Source: an optimization exercise on an open RTL-to-GDS flow (aim: small area, a short achievable clock period and few clock cycles). Production flows keep margins and buffers that such runs may drop. Where RTL was checked, it was by simulation tests only, not by an equivalence proof against the original. Power and IR drop assume default switching activity.

==> flow/design.v <==
module iono_crc5 (
    input  wire [7:0] d2,
    input  wire [7:0] d1,
    input  wire [2:0] d0_top,
    output wire [4:0] crc
);
    assign crc[0] = ~(d2[6] ^ d2[5] ^ d2[4] ^ d1[7] ^ d1[5] ^ d1[2] ^ d1[1] ^ d0_top[2] ^ d0_top[1] ^ d0_top[0]);
    assign crc[1] = ~(d2[7] ^ d2[6] ^ d2[5] ^ d2[0] ^ d1[6] ^ d1[3] ^ d1[2] ^ d1[0] ^ d0_top[2] ^ d0_top[1]);
    assign crc[2] = ~(d2[7] ^ d2[5] ^ d2[4] ^ d2[1] ^ d1[5] ^ d1[4] ^ d1[3] ^ d1[2] ^ d1[0] ^ d0_top[1] ^ d0_top[0]);
    assign crc[3] = d2[6] ^ d2[5] ^ d2[2] ^ d1[6] ^ d1[5] ^ d1[4] ^ d1[3] ^ d1[1] ^ d0_top[2] ^ d0_top[1];
    assign crc[4] = d2[7] ^ d2[5] ^ d2[4] ^ d2[3] ^ d1[6] ^ d1[4] ^ d1[1] ^ d1[0] ^ d0_top[1] ^ d0_top[0];
endmodule
module iono_crc7 (
    input  wire [7:0] w1,
    input  wire [7:0] w0,
    output wire [6:0] crc
);
    assign crc[0] = ~(w1[7] ^ w1[6] ^ w1[4] ^ w1[3] ^ w1[2] ^ w1[1] ^ w0[5] ^ w0[4] ^ w0[3] ^ w0[2] ^ w0[1]);
    assign crc[1] = ~(w1[6] ^ w1[5] ^ w1[1] ^ w0[6] ^ w0[1] ^ w0[0]);
    assign crc[2] = w1[4] ^ w1[3] ^ w1[1] ^ w0[7] ^ w0[5] ^ w0[4] ^ w0[3] ^ w0[0];
    assign crc[3] = w1[5] ^ w1[4] ^ w1[2] ^ w1[0] ^ w0[6] ^ w0[5] ^ w0[4] ^ w0[1] ^ w0[0];
    assign crc[4] = w1[7] ^ w1[5] ^ w1[4] ^ w1[2] ^ w0[7] ^ w0[6] ^ w0[4] ^ w0[3];
    assign crc[5] = w1[7] ^ w1[5] ^ w1[4] ^ w1[2] ^ w1[1] ^ w1[0] ^ w0[7] ^ w0[3] ^ w0[2] ^ w0[1] ^ w0[0];
    assign crc[6] = w1[6] ^ w1[5] ^ w1[3] ^ w1[2] ^ w1[1] ^ w1[0] ^ w0[4] ^ w0[3] ^ w0[2] ^ w0[1] ^ w0[0];
endmodule
module iono_xact (
    input  wire        clk,
    input  wire        rst,
    input  wire        req_valid,
    output wire        req_ready,
    input  wire [2:0]  req_op,
    input  wire        req_bank,
    input  wire [6:0]  req_cmd,
    input  wire [7:0]  req_reg,
    input  wire [7:0]  req_data,
    output wire        rsp_valid,
    output wire        rsp_ok,
    output reg  [7:0]  rsp_value,
    output wire        ex_valid,
    input  wire        ex_ready,
    output wire [1:0]  ex_cs,
    output wire [23:0] ex_tx,
    input  wire        ex_rvalid,
    input  wire [23:0] ex_rx,
    output wire [1:0]  in_err,
    output wire [1:0]  out_err,
    output wire [1:0]  clr_pending,
    output wire [7:0]  in_inputs0,
    output wire [7:0]  in_inputs1
);
    localparam [2:0] OP_IN_READ   = 3'd0;
    localparam [2:0] OP_IN_WRITE  = 3'd1;
    localparam [2:0] OP_OUT_READ  = 3'd2;
    localparam [2:0] OP_OUT_WRITE = 3'd3;
    localparam [2:0] OP_OUT_CFG   = 3'd4;
    localparam [2:0] OP_CLEAR     = 3'd5;
    localparam [7:0]  OUT_CMD_READ_REG = 8'h7F;
    localparam [23:0] OUT_RT_FRAME     = 24'h050F03;   
    localparam [1:0]  ATTEMPTS_LAST    = 2'd2;
    reg        busy;       
    reg        vreq;       
    reg        rt;         
    reg        kin;        
    reg        wr;         
    reg        cfg;        
    reg        bank;
    reg [1:0]  attempt;
    reg        p1ok;       
    reg [15:0] f;          
    reg [6:0]  c;          
    reg        pend;       
    reg        ok5r;       
    reg        ok7r;       
    reg        eqr;        
    reg [1:0]  pin;        
    reg [1:0]  pout;       
    reg [7:0]  r0r;        
    reg        rspv_r, rsp_ok_r;
    reg [1:0]  in_err_r, out_err_r, clr_r;
    reg [7:0]  in0_r, in1_r;
    wire rb = cfg && !wr;                             
    wire last    = (attempt == ATTEMPTS_LAST);
    wire okw     = ok7r && (p1ok || !wr);               
    wire att_ok  = kin ? ok5r : okw;
    wire p_ok    = att_ok && (eqr || !rb);              
    wire p_done  = pend && (att_ok ? !(wr && cfg) : last);
    wire retry   = pend && !att_ok && !last;
    wire go      = pend && okw && wr && cfg;            
    assign rsp_valid      = rspv_r || p_done;
    assign rsp_ok         = pend ? p_ok : rsp_ok_r;
    assign in_err[0]      = pin[0]  ? !ok5r : in_err_r[0];
    assign in_err[1]      = pin[1]  ? !ok5r : in_err_r[1];
    assign out_err[0]     = pout[0] ? !(okw && (eqr || !rb)) : out_err_r[0];
    assign out_err[1]     = pout[1] ? !(okw && (eqr || !rb)) : out_err_r[1];
    assign clr_pending[0] = clr_r[0] && !(pout[0] && wr && f[15] && okw);
    assign clr_pending[1] = clr_r[1] && !(pout[1] && wr && f[15] && okw);
    assign in_inputs0     = (pin[0] && ok5r) ? r0r : in0_r;
    assign in_inputs1     = (pin[1] && ok5r) ? r0r : in1_r;
    wire [7:0] tx_w1 = rb ? OUT_CMD_READ_REG : f[15:8];
    assign ex_tx     = rt ? OUT_RT_FRAME : {tx_w1, f[7:0], 1'b0, c};
    assign ex_cs     = {!kin, bank};
    assign ex_valid  = vreq || retry || (ex_rvalid && rt);
    assign req_ready = !busy;
    wire       acc_req = !busy && req_valid;
    wire       op_in   = (req_op == OP_IN_READ) || (req_op == OP_IN_WRITE);
    wire       op_wr   = (req_op == OP_OUT_WRITE) || (req_op == OP_OUT_CFG);
    wire       kbit    = clr_r[req_bank];      
    reg  [7:0] nw1, nw0;
    always @(*) begin
        case (req_op)
            OP_IN_READ:  begin nw1 = {1'b0, req_cmd}; nw0 = 8'h00; end
            OP_IN_WRITE: begin nw1 = {1'b1, req_cmd}; nw0 = req_data; end
            OP_OUT_READ: begin nw1 = OUT_CMD_READ_REG; nw0 = req_reg; end
            default:     begin nw1 = {kbit, req_cmd}; nw0 = req_data; end
        endcase
    end
    wire [4:0] t5_cmd, t5_dat, t5_0;
    wire [6:0] t7_cmd, t7_dat, t7_reg, t7_0;
    wire [7:0] rsrc = busy ? rsp_value : req_reg;    
    iono_crc5 u_t5c (.d2({1'b0, req_cmd}), .d1(8'h00),    .d0_top(3'b000), .crc(t5_cmd));
    iono_crc5 u_t5d (.d2(8'h80),           .d1(req_data), .d0_top(3'b000), .crc(t5_dat));
    iono_crc5 u_t50 (.d2(8'h00),           .d1(8'h00),    .d0_top(3'b000), .crc(t5_0));
    iono_crc7 u_t7c (.w1({kbit, req_cmd}), .w0(8'h00),    .crc(t7_cmd));
    iono_crc7 u_t7d (.w1(8'h00),           .w0(req_data), .crc(t7_dat));
    iono_crc7 u_t7r (.w1(OUT_CMD_READ_REG), .w0(rsrc),    .crc(t7_reg));
    iono_crc7 u_t70 (.w1(8'h00),           .w0(8'h00),    .crc(t7_0));
    wire [4:0] c5_in = req_op[0] ? (t5_cmd ^ t5_dat ^ t5_0) : t5_cmd;
    wire [6:0] c7_wr = t7_cmd ^ t7_dat ^ t7_0;
    reg  [6:0] n_c;
    always @(*) begin
        if (busy)       n_c = t7_reg;
        else if (op_in) n_c = {2'b00, c5_in};
        else if (op_wr) n_c = c7_wr;
        else            n_c = t7_reg;
    end
    wire [4:0] rx_c5;
    wire [6:0] rx_c7;
    iono_crc5 u_rx5 (.d2(ex_rx[23:16]), .d1(ex_rx[15:8]), .d0_top(ex_rx[7:5]), .crc(rx_c5));
    iono_crc7 u_rx7 (.w1(ex_rx[23:16]), .w0(ex_rx[15:8]), .crc(rx_c7));
    wire ok5 = (rx_c5 == ex_rx[4:0]);
    wire ok7 = (rx_c7 == ex_rx[6:0]);
    wire eq  = (ex_rx[15:8] == f[15:8]);
    wire ex_acc   = ex_valid && ex_ready;
    wire echo     = busy && ex_rvalid;
    wire echo_p1  = echo && wr && rt;                 
    wire echo_fin = echo && !(wr && rt);              
    wire [1:0] bk = {bank, !bank};
    wire ldv = kin ? !f[15] : !wr;
    always @(posedge clk) begin
        if (rst) begin
            busy      <= 1'b0;
            vreq      <= 1'b0;
            rt        <= 1'b0;
            pend      <= 1'b0;
            pin       <= 2'b00;
            pout      <= 2'b00;
            rspv_r    <= 1'b0;
            in_err_r  <= 2'b00;
            out_err_r <= 2'b00;
            clr_r     <= 2'b00;
            in0_r     <= 8'd0;
            in1_r     <= 8'd0;
        end else begin
            in_err_r  <= in_err;
            out_err_r <= out_err;
            clr_r     <= clr_pending;
            in0_r     <= in_inputs0;
            in1_r     <= in_inputs1;
            rspv_r    <= 1'b0;
            pend <= echo_fin;
            pin  <= (echo_fin && kin)  ? bk : 2'b00;
            pout <= (echo_fin && !kin) ? bk : 2'b00;
            if (ex_acc) begin
                vreq <= 1'b0;
                if (wr) rt <= !rt;
            end
            if (acc_req) begin
                if (req_op == OP_CLEAR)
                    clr_r[req_bank] <= 1'b1;
                if (req_op >= OP_CLEAR) begin
                    rspv_r <= 1'b1;
                end else begin
                    busy <= 1'b1;
                    vreq <= 1'b1;
                end
            end
            if (echo_p1 && !ex_ready)
                vreq <= 1'b1;
            if (p_done)
                busy <= 1'b0;
            if (retry && !ex_ready)
                vreq <= 1'b1;
            if (go)
                vreq <= 1'b1;
        end
    end
    always @(posedge clk) begin
        rsp_ok_r <= rsp_ok;
        ok5r <= ok5;
        ok7r <= ok7;
        eqr  <= eq;
        r0r  <= ex_rx[23:16];
        if (acc_req) begin
            bank     <= req_bank;
            attempt  <= 2'd0;
            kin      <= op_in;
            wr       <= op_wr;
            cfg      <= (req_op == OP_OUT_CFG);
            rsp_ok_r <= (req_op == OP_CLEAR);
            f        <= {nw1, nw0};
            c        <= n_c;
            case (req_op)
                OP_OUT_WRITE: rsp_value <= req_data;
                OP_OUT_CFG:   rsp_value <= req_reg;
                default:      rsp_value <= 8'd0;
            endcase
        end
        if (echo_p1)
            p1ok <= ok7;
        if (echo_fin && ldv)
            rsp_value <= ex_rx[15:8];
        if (retry)
            attempt <= attempt + 2'd1;
        if (go) begin
            f       <= {f[7:0], rsp_value};
            c       <= n_c;
            wr      <= 1'b0;
            attempt <= 2'd0;
        end
    end
endmodule
Settings: LEC_CHECK=0, CAP_MARGIN=20, CORE_MARGIN=2, CORE_UTILIZATION=40, SETUP_SLACK_MARGIN=2.1, SLEW_MARGIN=20; clock period 5.0 ns.
standard.sh (not shown) runs the stock make flow with config.mk's settings and CLKGATE_MAP_FILE= SYNTH_SCRIPT=/design/flow/synth_recipe.tcl, a recipe that flattens the netlist after the stock synthesis.
==> flow/flow/run.sh <==
#!/bin/bash
# The standard layout, with the smallest buffer on every input and output port
# (the standard flow's buffer_ports otherwise picks a larger delay buffer).
set -euo pipefail
export BUFFER_PORTS_ARGS="-buffer_cell sky130_fd_sc_hd__buf_1"
bash standard.sh > standard.log 2>&1
The baseline passed the timing, DRC and antenna checks.
Testbench counts at the start, summed over its fixed seeds: cycles 10,194.
==> next run, changes <==
--- a/flow/design.v
+++ b/flow/design.v
@@ -2,26 +2,41 @@
     input  wire [7:0] d2,
     input  wire [7:0] d1,
     input  wire [2:0] d0_top,
-    output wire [4:0] crc
+    output reg  [4:0] crc
 );
-    assign crc[0] = ~(d2[6] ^ d2[5] ^ d2[4] ^ d1[7] ^ d1[5] ^ d1[2] ^ d1[1] ^ d0_top[2] ^ d0_top[1] ^ d0_top[0]);
-    assign crc[1] = ~(d2[7] ^ d2[6] ^ d2[5] ^ d2[0] ^ d1[6] ^ d1[3] ^ d1[2] ^ d1[0] ^ d0_top[2] ^ d0_top[1]);
-    assign crc[2] = ~(d2[7] ^ d2[5] ^ d2[4] ^ d2[1] ^ d1[5] ^ d1[4] ^ d1[3] ^ d1[2] ^ d1[0] ^ d0_top[1] ^ d0_top[0]);
-    assign crc[3] = d2[6] ^ d2[5] ^ d2[2] ^ d1[6] ^ d1[5] ^ d1[4] ^ d1[3] ^ d1[1] ^ d0_top[2] ^ d0_top[1];
-    assign crc[4] = d2[7] ^ d2[5] ^ d2[4] ^ d2[3] ^ d1[6] ^ d1[4] ^ d1[1] ^ d1[0] ^ d0_top[1] ^ d0_top[0];
+    reg [23:0] v;
+    reg [5:0]  r;
+    integer    i;
+    always @(*) begin
+        v = {d2, d1, d0_top, 5'h07};
+        r = {1'b0, v[23:19]};
+        for (i = 18; i >= 0; i = i - 1) begin
+            r = {r[4:0], v[i]};
+            if (r[5]) r = r ^ 6'h35;
+        end
+        crc = r[4:0];
+    end
 endmodule
 module iono_crc7 (
     input  wire [7:0] w1,
     input  wire [7:0] w0,
-    output wire [6:0] crc
+    output reg  [6:0] crc
 );
-    assign crc[0] = ~(w1[7] ^ w1[6] ^ w1[4] ^ w1[3] ^ w1[2] ^ w1[1] ^ w0[5] ^ w0[4] ^ w0[3] ^ w0[2] ^ w0[1]);
-    assign crc[1] = ~(w1[6] ^ w1[5] ^ w1[1] ^ w0[6] ^ w0[1] ^ w0[0]);
-    assign crc[2] = w1[4] ^ w1[3] ^ w1[1] ^ w0[7] ^ w0[5] ^ w0[4] ^ w0[3] ^ w0[0];
-    assign crc[3] = w1[5] ^ w1[4] ^ w1[2] ^ w1[0] ^ w0[6] ^ w0[5] ^ w0[4] ^ w0[1] ^ w0[0];
-    assign crc[4] = w1[7] ^ w1[5] ^ w1[4] ^ w1[2] ^ w0[7] ^ w0[6] ^ w0[4] ^ w0[3];
-    assign crc[5] = w1[7] ^ w1[5] ^ w1[4] ^ w1[2] ^ w1[1] ^ w1[0] ^ w0[7] ^ w0[3] ^ w0[2] ^ w0[1] ^ w0[0];
-    assign crc[6] = w1[6] ^ w1[5] ^ w1[3] ^ w1[2] ^ w1[1] ^ w1[0] ^ w0[4] ^ w0[3] ^ w0[2] ^ w0[1] ^ w0[0];
+    reg [23:0] v;
+    reg [7:0]  t;
+    reg [6:0]  acc;
+    integer    i;
+    always @(*) begin
+        v   = {w1, w0, 8'h80};
+        acc = 7'h7F;
+        for (i = 23; i >= 0; i = i - 1) begin
+            t = {acc, 1'b0};
+            if (acc[6]) t = t ^ 8'hB7;
+            t = t ^ {7'b0, v[i]};
+            acc = t[6:0];
+        end
+        crc = acc;
+    end
 endmodule
 module iono_xact (
     input  wire        clk,
Effect: Maximum frequency is lower by 0.74%; sequential share of layout area is lower by 3.5 points; total power goes up by 23%; global-route usage goes up by 0.10 points; setup slack loses 0.021 ns; routed wire length went up by about 8%; clock-buffer cell count does not change; cell area rises by about 12%; non-clock buffer count grows by 1; first-iteration DRC count went down by about 33%; register-to-register slack degrades by 0.19 ns; combinational power rose by about 70%; hold slack got worse by 0.015 ns; utilization is higher by 0.61 points.
No functional check of the RTL was part of the second run of this note.


red:
iono_xact, a different RTL version from the one above (not shown whole).
Size in the first run: ~570 cells after synthesis, ~89 flip-flops, ~120 I/O pins, about 0.0055 sq mm of cells after synthesis.
==> flow/config.mk <==
export PLATFORM = sky130hd
export DESIGN_NAME = iono_xact
export DESIGN_NICKNAME = iono_xact
export VERILOG_FILES = /design/flow/design.v
export SDC_FILE = /design/flow/constraint.sdc
export NUM_CORES = 4
export LEC_CHECK = 0
export CAP_MARGIN = 20
export CORE_MARGIN = 2
export CORE_UTILIZATION = 40
export SETUP_SLACK_MARGIN = 2.4
export SLEW_MARGIN = 20
==> flow/constraint.sdc <==
create_clock -name core_clock -period 5.0 [get_ports {clk}]
set_input_delay 1.0000 -clock core_clock [delete_from_list [all_inputs] [get_ports {clk}]]
set_output_delay 1.0000 -clock core_clock [all_outputs]
set_load 0.01 [all_outputs]
==> flow/flow/run.sh <==
#!/bin/bash
# The standard layout, with two changes to how it is made:
# - the smallest buffer on every input and output port (the standard flow's
#   buffer_ports otherwise picks a larger delay buffer);
# - synthesis does not map to the 3-input XOR/XNOR cells (slow on the CRC trees).
set -euo pipefail
export BUFFER_PORTS_ARGS="-buffer_cell sky130_fd_sc_hd__buf_1"
cd "$(dirname "$0")/.."
plat=$(make -s --no-print-directory -C "$FLOW_HOME" DESIGN_CONFIG="$PWD/config.mk" WORK_HOME="$PWD/orfs" print-DONT_USE_CELLS | sed -n 's/^DONT_USE_CELLS: //p')
extra="sky130_fd_sc_hd__xor3_1 sky130_fd_sc_hd__xor3_2 sky130_fd_sc_hd__xor3_4 sky130_fd_sc_hd__xnor3_1 sky130_fd_sc_hd__xnor3_2 sky130_fd_sc_hd__xnor3_4"
echo "DONT_USE_CELLS: $plat $extra" > dont_use.log
bash standard.sh DONT_USE_CELLS="$plat $extra" finish > standard.log 2>&1
red went all the way through synthesis, placement and routing and the layout is clean on timing, DRC and antenna.
Edits applied to the flow inputs when going from red to blue:
--- a/flow/design.v
+++ b/flow/design.v
@@ -57,25 +57,24 @@
     localparam [7:0]  OUT_CMD_READ_REG = 8'h7F;
     localparam [23:0] OUT_RT_FRAME     = 24'h050F03;   
     localparam [1:0]  ATTEMPTS_LAST    = 2'd2;
     reg        busy;       
     reg        vreq;       
     reg        rt;         
     reg        kin;        
     reg        wr;         
     reg        cfg;        
     reg        bank;
     reg [1:0]  attempt;
     reg        p1ok;       
-    reg        p1pend;     
     reg [15:0] f;          
     reg [6:0]  c;          
     reg        ok5r;       
     reg        ok7r;       
     reg [7:0]  r0r;        
     reg [1:0]  pin;        
     reg [1:0]  pout;       
     reg        q_k;        
     reg        q_o;        
     reg        q_ol;       
     reg        q_ok;       
     reg        r_k;        
@@ -140,26 +139,25 @@
     wire [6:0] rx_c7;
     iono_crc5 u_rx5 (.d2(ex_rx[23:16]), .d1(ex_rx[15:8]), .d0_top(ex_rx[7:5]), .crc(rx_c5));
     iono_crc7 u_rx7 (.w1(ex_rx[23:16]), .w0(ex_rx[15:8]), .crc(rx_c7));
     wire ok5 = (rx_c5 == ex_rx[4:0]);
     wire ok7 = (rx_c7 == ex_rx[6:0]);
     wire eq  = (ex_rx[15:8] == f[15:8]);
     wire ex_acc   = ex_valid && ex_ready;
     wire echo     = busy && ex_rvalid;
     wire echo_p1  = echo && wr && rt;                 
     wire echo_fin = echo && !(wr && rt);              
     wire [1:0] bk = {bank, !bank};
     wire last     = (attempt == ATTEMPTS_LAST);
-    wire p1e      = p1pend ? ok7r : p1ok;             
-    wire p1g      = p1e || !wr;                       
+    wire p1g      = p1ok || !wr;                      
     wire ldv = kin ? !f[15] : !wr;
     always @(posedge clk) begin
         if (rst) begin
             busy      <= 1'b0;
             vreq      <= 1'b0;
             rt        <= 1'b0;
             pin       <= 2'b00;
             pout      <= 2'b00;
             q_k       <= 1'b0;
             q_o       <= 1'b0;
             q_ol      <= 1'b0;
             r_k       <= 1'b0;
@@ -176,26 +174,26 @@
             in_err_r  <= in_err;
             out_err_r <= out_err;
             clr_r     <= clr_pending;
             in0_r     <= in_inputs0;
             in1_r     <= in_inputs1;
             pin  <= (echo_fin && kin)  ? bk : 2'b00;
             pout <= (echo_fin && !kin) ? bk : 2'b00;
             q_k  <= echo_fin && kin;
             q_o  <= echo_fin && !kin && p1g && !(wr && cfg);
             q_ol <= echo_fin && !kin && last;
             r_k  <= echo_fin && kin && !last;
             r_o  <= echo_fin && !kin && !last && p1g;
-            g_c  <= echo_fin && wr && cfg && p1e;
-            pc   <= (echo_fin && wr && f[15] && p1e) ? bk : 2'b00;
+            g_c  <= echo_fin && wr && cfg && p1ok;
+            pc   <= (echo_fin && wr && f[15] && p1ok) ? bk : 2'b00;
             rv0  <= echo_fin && last && (kin || !p1g);
             if (ex_acc) begin
                 vreq <= 1'b0;
                 if (wr) rt <= !rt;
             end
             if (acc_req) begin
                 if (req_op == OP_CLEAR)
                     clr_r[req_bank] <= 1'b1;
                 if (req_op >= OP_CLEAR) begin
                     rv0 <= 1'b1;
                 end else begin
                     busy <= 1'b1;
@@ -211,41 +209,40 @@
             if (retry && !ex_ready)
                 vreq <= 1'b1;
             if (go)
                 vreq <= 1'b1;
         end
     end
     always @(posedge clk) begin
         ok5r <= ok5;
         ok7r <= ok7;
         r0r  <= ex_rx[23:16];
         q_ok <= echo_fin && !kin && p1g && (eq || !rb);
         rok0 <= acc_req && (req_op == OP_CLEAR);
-        if (!busy) begin
+        if (acc_req) begin
             bank     <= req_bank;
             attempt  <= 2'd0;
             kin      <= op_in;
             wr       <= op_wr;
             cfg      <= (req_op == OP_OUT_CFG);
             f        <= {nw1, nw0};
             c        <= n_c;
             case (req_op)
                 OP_OUT_WRITE: rsp_value <= req_data;
                 OP_OUT_CFG:   rsp_value <= req_reg;
                 default:      rsp_value <= 8'd0;
             endcase
         end
-        p1pend <= echo_p1;
-        if (p1pend)
-            p1ok <= ok7r;
+        if (echo_p1)
+            p1ok <= ok7;
         if (echo_fin && ldv)
             rsp_value <= ex_rx[15:8];
         if (echo_fin)
             attempt <= attempt + 2'd1;
         if (go) begin
             f       <= {f[7:0], rsp_value};
             c       <= n_c;
             wr      <= 1'b0;
             attempt <= 2'd0;
         end
     end
 endmodule
## What came out
A end of the critical path of ex_tx[16] is what blue shows, while ex_valid belongs to red. red → blue: final-layout worst hold slack climbed 0.057 ns, data arrival at the endpoint of the critical path fell by 0.02 ns, aggregate routed wire length went down about 2.2%, filler-free cell count of the finished design has decreased. In blue, the pin slew with the least headroom to its limit came out 0.0037 ns above the value in red. red -> blue: number of nets at the end of the flow decreased slightly.
Testbench counts of blue, summed over its fixed seeds: cycles 10,194.
The RTL of red was laid out without a check of its function.

afterwards: timing with drivers on the ports:
No port has a modelled driver above. Below, the same layouts with a new extraction and two added sets of constraints. Step 1 sets driving cells, clkbuf_16 on the clock port and buf_2 on the other inputs (assumed; they add their load-dependent delay and slew). Step 2 moves the port delays by t, midway between the first and last clock arrival at a register: inputs arrive t later, outputs are due t later. That takes back most of the time a late clock gives input paths. a / b / c = ideal / step 1 / step 2; a / b = the first two.
| run | shift t [ns] | setup WS [ns] | slew at the worst register clock pin (ns) | worst slew at a driven data input, ns |
|---|---|---|---|---|
| the first run of note 1 | 0.375 | 2.159 / 2.122 / 1.897 | 0.07 / 0.07 | 0.05 |
| the second run of note 1 | 0.377 | 2.138 / 2.155 / 1.778 | 0.07 / 0.07 | 0.04 |
| red | 0.382 | 2.468 / 2.424 / 2.154 | 0.07 / 0.07 | 0.06 |
| blue | 0.381 | 2.494 / 2.449 / 2.175 | 0.07 / 0.07 | 0.06 |
After both steps every run listed still meets setup and hold. For the second run of note 1, which loses most, drivers alone change the setup slack by +0.017 ns; drivers and shift together by -0.360 ns.
